Source: an optimization exercise on an open RTL-to-GDS flow (aim: small area and few clock cycles). Production flows keep margins and buffers that such runs may drop. In this exercise RTL edits were held to simulation tests only and were not proved equivalent to the original. Power and IR drop assume default switching activity.

Design ftb_recv, start of the top module:
module ftb_recv (
    input  wire       clk,
    input  wire       rst,
    input  wire       start,
    output wire       ready,
    input  wire       rx_valid,
    input  wire [7:0] rx_data,
    output wire       rx_take,
    output wire       done,
    output reg  [2:0] status,
    output reg  [7:0] plen,
    output wire       pl_valid,
    output wire [7:0] pl_data,
    input  wire       pl_ready
);
Size in the first run: roughly 2,700 cells after synthesis, ~36 I/O pins.
==> module ftb_recv, before the edit <==
module ftb_recv (
    input  wire       clk,
    input  wire       rst,
    input  wire       start,
    output wire       ready,
    input  wire       rx_valid,
    input  wire [7:0] rx_data,
    output wire       rx_take,
    output wire       done,
    output reg  [2:0] status,
    output reg  [7:0] plen,
    output wire       pl_valid,
    output wire [7:0] pl_data,
    input  wire       pl_ready
);
    localparam integer N   = 252;           
    localparam [7:0]   NM1 = N - 1;
    localparam [3:0]   TAP = 4'd11;
    localparam [2:0] ST_OK           = 3'd0,
                     ST_TIMED_OUT    = 3'd1,
                     ST_OVERFLOWED   = 3'd2,
                     ST_CRC_MISMATCH = 3'd3;
    reg [7:0]  ring [0:N-1];
    reg        busy;          
    reg [7:0]  cnt;           
    reg        exp_set;       
    reg [7:0]  len;           
    reg [15:0] crc;           
    reg [7:0]  rem;           
    reg [7:0]  tap;           
    reg [7:0]  fpos;          
    reg [7:0]  skid;          
    reg        sk_v;
    reg [15:0] crc_upd;
    integer i;
    always @* begin
        crc_upd = crc ^ {rx_data, 8'h00};
        for (i = 0; i < 8; i = i + 1)
            crc_upd = crc_upd[15] ? ((crc_upd << 1) ^ 16'h1021) : (crc_upd << 1);
    end
    wire [8:0] cnt9    = {1'b0, cnt};
    wire       rem_nz  = |rem;
    wire       owed    = rem_nz || sk_v;      
    wire       ge2     = |cnt[7:1];
    wire       in_pay  = exp_set && ge2 && (cnt9 < {1'b0, len} + 9'd2);
    wire       at_end  = exp_set && (cnt9 == {1'b0, len} + 9'd4);
    wire       at_last = &cnt;
    wire       wr_pay  = in_pay && (len <= 8'd250);
    wire       first   = (cnt == 8'd2);
    wire       contig  = first || ({1'b0, fpos} + 9'd3 == cnt9);
    wire [7:0] cur;
    wire       pull;
    wire       blk     = rem_nz && ((tap == NM1 && sk_v && !pl_ready) ||
                                    ({1'b0, tap} + 9'd1 < {1'b0, rem}));
    wire       allow   = (at_last || at_end) ? !owed :
                         wr_pay ? (contig && !blk) : 1'b1;
    assign rx_take = busy && allow;
    wire   take     = rx_take && rx_valid;
    wire   wr       = take && wr_pay;
    wire   fin_take = take && (at_last || (at_end && rx_data == 8'h03));
    wire   fin_to   = busy && !rx_valid && !owed;
    wire   crc_ok   = (crc == 16'h0000);
    wire   new_pay  = fin_take && !at_last && crc_ok && (len != 8'd0);
    assign done     = fin_take || fin_to;
    assign ready    = !busy || done;
    assign cur      = rem_nz ? tap : fpos;
    wire   ring_due = rem_nz || new_pay;
    wire   at_tap   = (cur[3:0] == TAP);
    assign pull     = ring_due && at_tap && (!sk_v || pl_ready);
    reg [7:0] tapv [0:15];
    integer j;
    always @*
        for (j = 0; j < 16; j = j + 1)
            tapv[j] = ring[16*j + TAP];
    wire [7:0] tap_data = tapv[cur[7:4]];
    assign pl_valid = sk_v || (ring_due && at_tap);
    assign pl_data  = sk_v ? skid : tap_data;
    always @* begin
        plen = len;
        if (!rx_valid)      status = ST_TIMED_OUT;
        else if (at_last)   status = ST_OVERFLOWED;
        else if (crc_ok)    status = ST_OK;
        else                status = ST_CRC_MISMATCH;
    end
    integer k;
    always @(posedge clk) begin
        ring[0] <= wr ? rx_data : ring[N-1];
        for (k = 1; k < N; k = k + 1)
            ring[k] <= ring[k-1];
    end
    always @(posedge clk) begin
        fpos <= (wr && first) ? 8'd0 : (fpos == NM1) ? 8'd0 : fpos + 8'd1;
        tap  <= pull ? cur : (cur == NM1) ? 8'd0 : cur + 8'd1;
        if (pull && (sk_v || !pl_ready))
            skid <= tap_data;
        if (take) begin
            cnt <= cnt + 8'd1;
            if (cnt == 8'd0) exp_set <= (rx_data == 8'h02);
            if (cnt == 8'd1) len <= rx_data;
            crc <= ge2 ? crc_upd : 16'h0000;
        end
        if (rst) begin
            busy <= 1'b0;
            rem  <= 8'd0;
            sk_v <= 1'b0;
        end else begin
            if (start && ready) begin
                busy <= 1'b1;
                cnt  <= 8'd0;
            end else if (done) begin
                busy <= 1'b0;
            end
            rem  <= rem_nz ? rem - {7'd0, pull} : new_pay ? len - {7'd0, pull} : 8'd0;
            sk_v <= pull ? (sk_v || !pl_ready) : (sk_v && !pl_ready);
        end
    end
endmodule
==> flow/config.mk <==
export PLATFORM = sky130hd
export DESIGN_NAME = ftb_recv
export DESIGN_NICKNAME = ftb_recv
export VERILOG_FILES = /design/flow/design.v
export SDC_FILE = /design/flow/constraint.sdc
export NUM_CORES = 4
export LEC_CHECK = 0
export CAP_MARGIN = 20
export CORE_MARGIN = 2
export CORE_UTILIZATION = 70
export SLEW_MARGIN = 20
==> flow/constraint.sdc <==
create_clock -name core_clock -period 10.0 [get_ports {clk}]
set_input_delay 2.0000 -clock core_clock [delete_from_list [all_inputs] [get_ports {clk}]]
set_output_delay 2.0000 -clock core_clock [all_outputs]
set_load 0.01 [all_outputs]
standard.sh (not shown) runs the stock make flow with config.mk's settings and CLKGATE_MAP_FILE= SYNTH_SCRIPT=/design/flow/synth_recipe.tcl, a recipe that flattens the netlist after the stock synthesis.
==> flow/flow/run.sh <==
#!/bin/bash
# Standard ORFS layout (standard.sh), with two argument overrides:
#  - clock tree synthesis without dummy loads, with clkbuf_8 leaf buffers
#    driving clusters of up to 18 registers;
#  - the port buffers that global placement inserts use the smallest buffer.
# The make output goes to standard_flow.log; each step's own log is under
# orfs/logs/.
set -euo pipefail
export CTS_ARGS="-sink_clustering_enable -repair_clock_nets -dont_use_dummy_load -buf_list sky130_fd_sc_hd__clkbuf_8 -sink_clustering_size 18 -sink_clustering_max_diameter 60 -sink_buffer_max_cap_derate 1.0"
export BUFFER_PORTS_ARGS="-buffer_cell sky130_fd_sc_hd__buf_1"
bash standard.sh > standard_flow.log 2>&1
Testbench counts at the start, summed over its fixed seeds: cycles 55,728.
==> next run, changes <==
==> flow/design.v (replaced) <==
module ftb_recv (
    input  wire       clk,
    input  wire       rst,
    input  wire       start,
    output wire       ready,
    input  wire       rx_valid,
    input  wire [7:0] rx_data,
    output wire       rx_take,
    output wire       done,
    output reg  [2:0] status,
    output reg  [7:0] plen,
    output wire       pl_valid,
    output wire [7:0] pl_data,
    input  wire       pl_ready
);
    localparam integer N = 252;             
    localparam [7:0] PLAST = N;             
    localparam [7:0] PFIRST = 8'd1;         
    localparam integer TAP = 11;
    localparam [3:0] TAP_LO = TAP + 1;
    localparam [2:0] ST_OK           = 3'd0,
                     ST_TIMED_OUT    = 3'd1,
                     ST_OVERFLOWED   = 3'd2,
                     ST_CRC_MISMATCH = 3'd3;
    reg [7:0]  ring [0:N-1];
    reg        busy;          
    reg [7:0]  cnt;           
    reg        exp_set;       
    reg [7:0]  len;           
    reg [15:0] crc;           
    reg [7:0]  rem;           
    reg [7:0]  tap;           
    reg [7:0]  fpos;          
    reg [7:0]  skid;          
    reg        sk_v;
    reg [15:0] crc_upd;
    integer i;
    always @* begin
        crc_upd = crc ^ {rx_data, 8'h00};
        for (i = 0; i < 8; i = i + 1)
            crc_upd = crc_upd[15] ? ((crc_upd << 1) ^ 16'h1021) : (crc_upd << 1);
    end
    wire       rem_nz  = |rem;
    wire       owed    = rem_nz || sk_v;      
    wire       hdr     = &cnt[7:1];           
    wire       in_pay  = exp_set && !hdr && (cnt < len);
    wire       at_end  = exp_set && !hdr && ({1'b0, cnt} == {1'b0, len} + 9'd2);
    wire       at_last = (cnt == 8'd253);     
    wire       first   = (cnt == 8'd0);
    wire       contig  = first || (fpos == cnt);
    wire       blk     = rem_nz && ((tap == PLAST && sk_v && !pl_ready) || (tap < rem));
    wire       allow   = (at_last || at_end) ? !owed :
                         in_pay ? (contig && !blk) : 1'b1;
    assign rx_take = busy && allow;
    wire   take     = rx_take && rx_valid;
    wire   wr       = take && in_pay;
    wire   fin_take = take && (at_last || (at_end && rx_data == 8'h03));
    wire   fin_to   = busy && !rx_valid && !owed;
    wire   crc_ok   = (crc == 16'h0000);
    wire   new_pay  = fin_take && !at_last && crc_ok && (len != 8'd0);
    assign done     = fin_take || fin_to;
    assign ready    = !busy || done;
    wire [7:0] cur      = rem_nz ? tap : fpos;
    wire       ring_due = rem_nz || new_pay;
    wire       at_tap   = (cur[3:0] == TAP_LO);
    wire       pull     = ring_due && at_tap && (!sk_v || pl_ready);
    reg  [7:0] tapv [0:15];
    integer j;
    always @*
        for (j = 0; j < 16; j = j + 1)
            tapv[j] = ring[16*j + TAP];
    wire [7:0] tap_data = tapv[cur[7:4]];
    assign pl_valid = sk_v || (ring_due && at_tap);
    assign pl_data  = sk_v ? skid : tap_data;
    always @* begin
        plen = len;
        if (!rx_valid)      status = ST_TIMED_OUT;
        else if (at_last)   status = ST_OVERFLOWED;
        else if (crc_ok)    status = ST_OK;
        else                status = ST_CRC_MISMATCH;
    end
    integer k;
    always @(posedge clk) begin
        ring[0] <= wr ? rx_data : ring[N-1];
        for (k = 1; k < N; k = k + 1)
            ring[k] <= ring[k-1];
    end
    always @(posedge clk) begin
        fpos <= (wr && first) ? PFIRST : (fpos == PLAST) ? PFIRST : fpos + 8'd1;
        tap  <= pull ? cur : (cur == PLAST) ? PFIRST : cur + 8'd1;
        if (pull && (sk_v || !pl_ready))
            skid <= tap_data;
        if (take) begin
            cnt <= cnt + 8'd1;
            if (cnt == 8'd254) exp_set <= (rx_data == 8'h02);
            if (cnt == 8'd255) len <= rx_data;
            crc <= hdr ? 16'h0000 : crc_upd;
        end
        if (rst) begin
            busy <= 1'b0;
            rem  <= 8'd0;
            sk_v <= 1'b0;
        end else begin
            if (start && ready) begin
                busy <= 1'b1;
                cnt  <= 8'd254;
            end else if (done) begin
                busy <= 1'b0;
            end
            rem  <= rem_nz ? rem - {7'd0, pull} : new_pay ? len - {7'd0, pull} : 8'd0;
            sk_v <= pull ? (sk_v || !pl_ready) : (sk_v && !pl_ready);
        end
    end
endmodule
Critical path depth fell by 2.
Via count barely changes.
Core utilization barely changes.
Clock power hardly moves.
Design area hardly moves.
Synthesized cell count fell by 0.37%.
Final cell count is about the same.
Wire length rose by 4.9%.
Power fell by 1.1%.
Testbench counts after the change, summed over its fixed seeds: cycles 55,728.

re-timing with driven ports:
In the flow no input, the clock included, has a driving cell. The finished layouts below were timed again as built, in two steps. Step 1 assumes that a clkbuf_16 drives the clock port and a buf_2 every other input. Step 2 also shifts input and output timing later by t, the mid clock arrival at the registers, as if the neighbouring blocks saw the same clock. Three values: no drivers, after step 1, after step 2; two values: the first two.
| run | t, ns | setup slack, ns | clock arrival spread, ns |
|---|---|---|---|
| the first run | 0.806 | 3.761 / 3.703 / 3.764 | 0.100 / 0.100 |
| the second run | 0.818 | 3.313 / 3.250 / 3.709 | 0.100 / 0.100 |
After both steps every run listed still meets setup and hold.
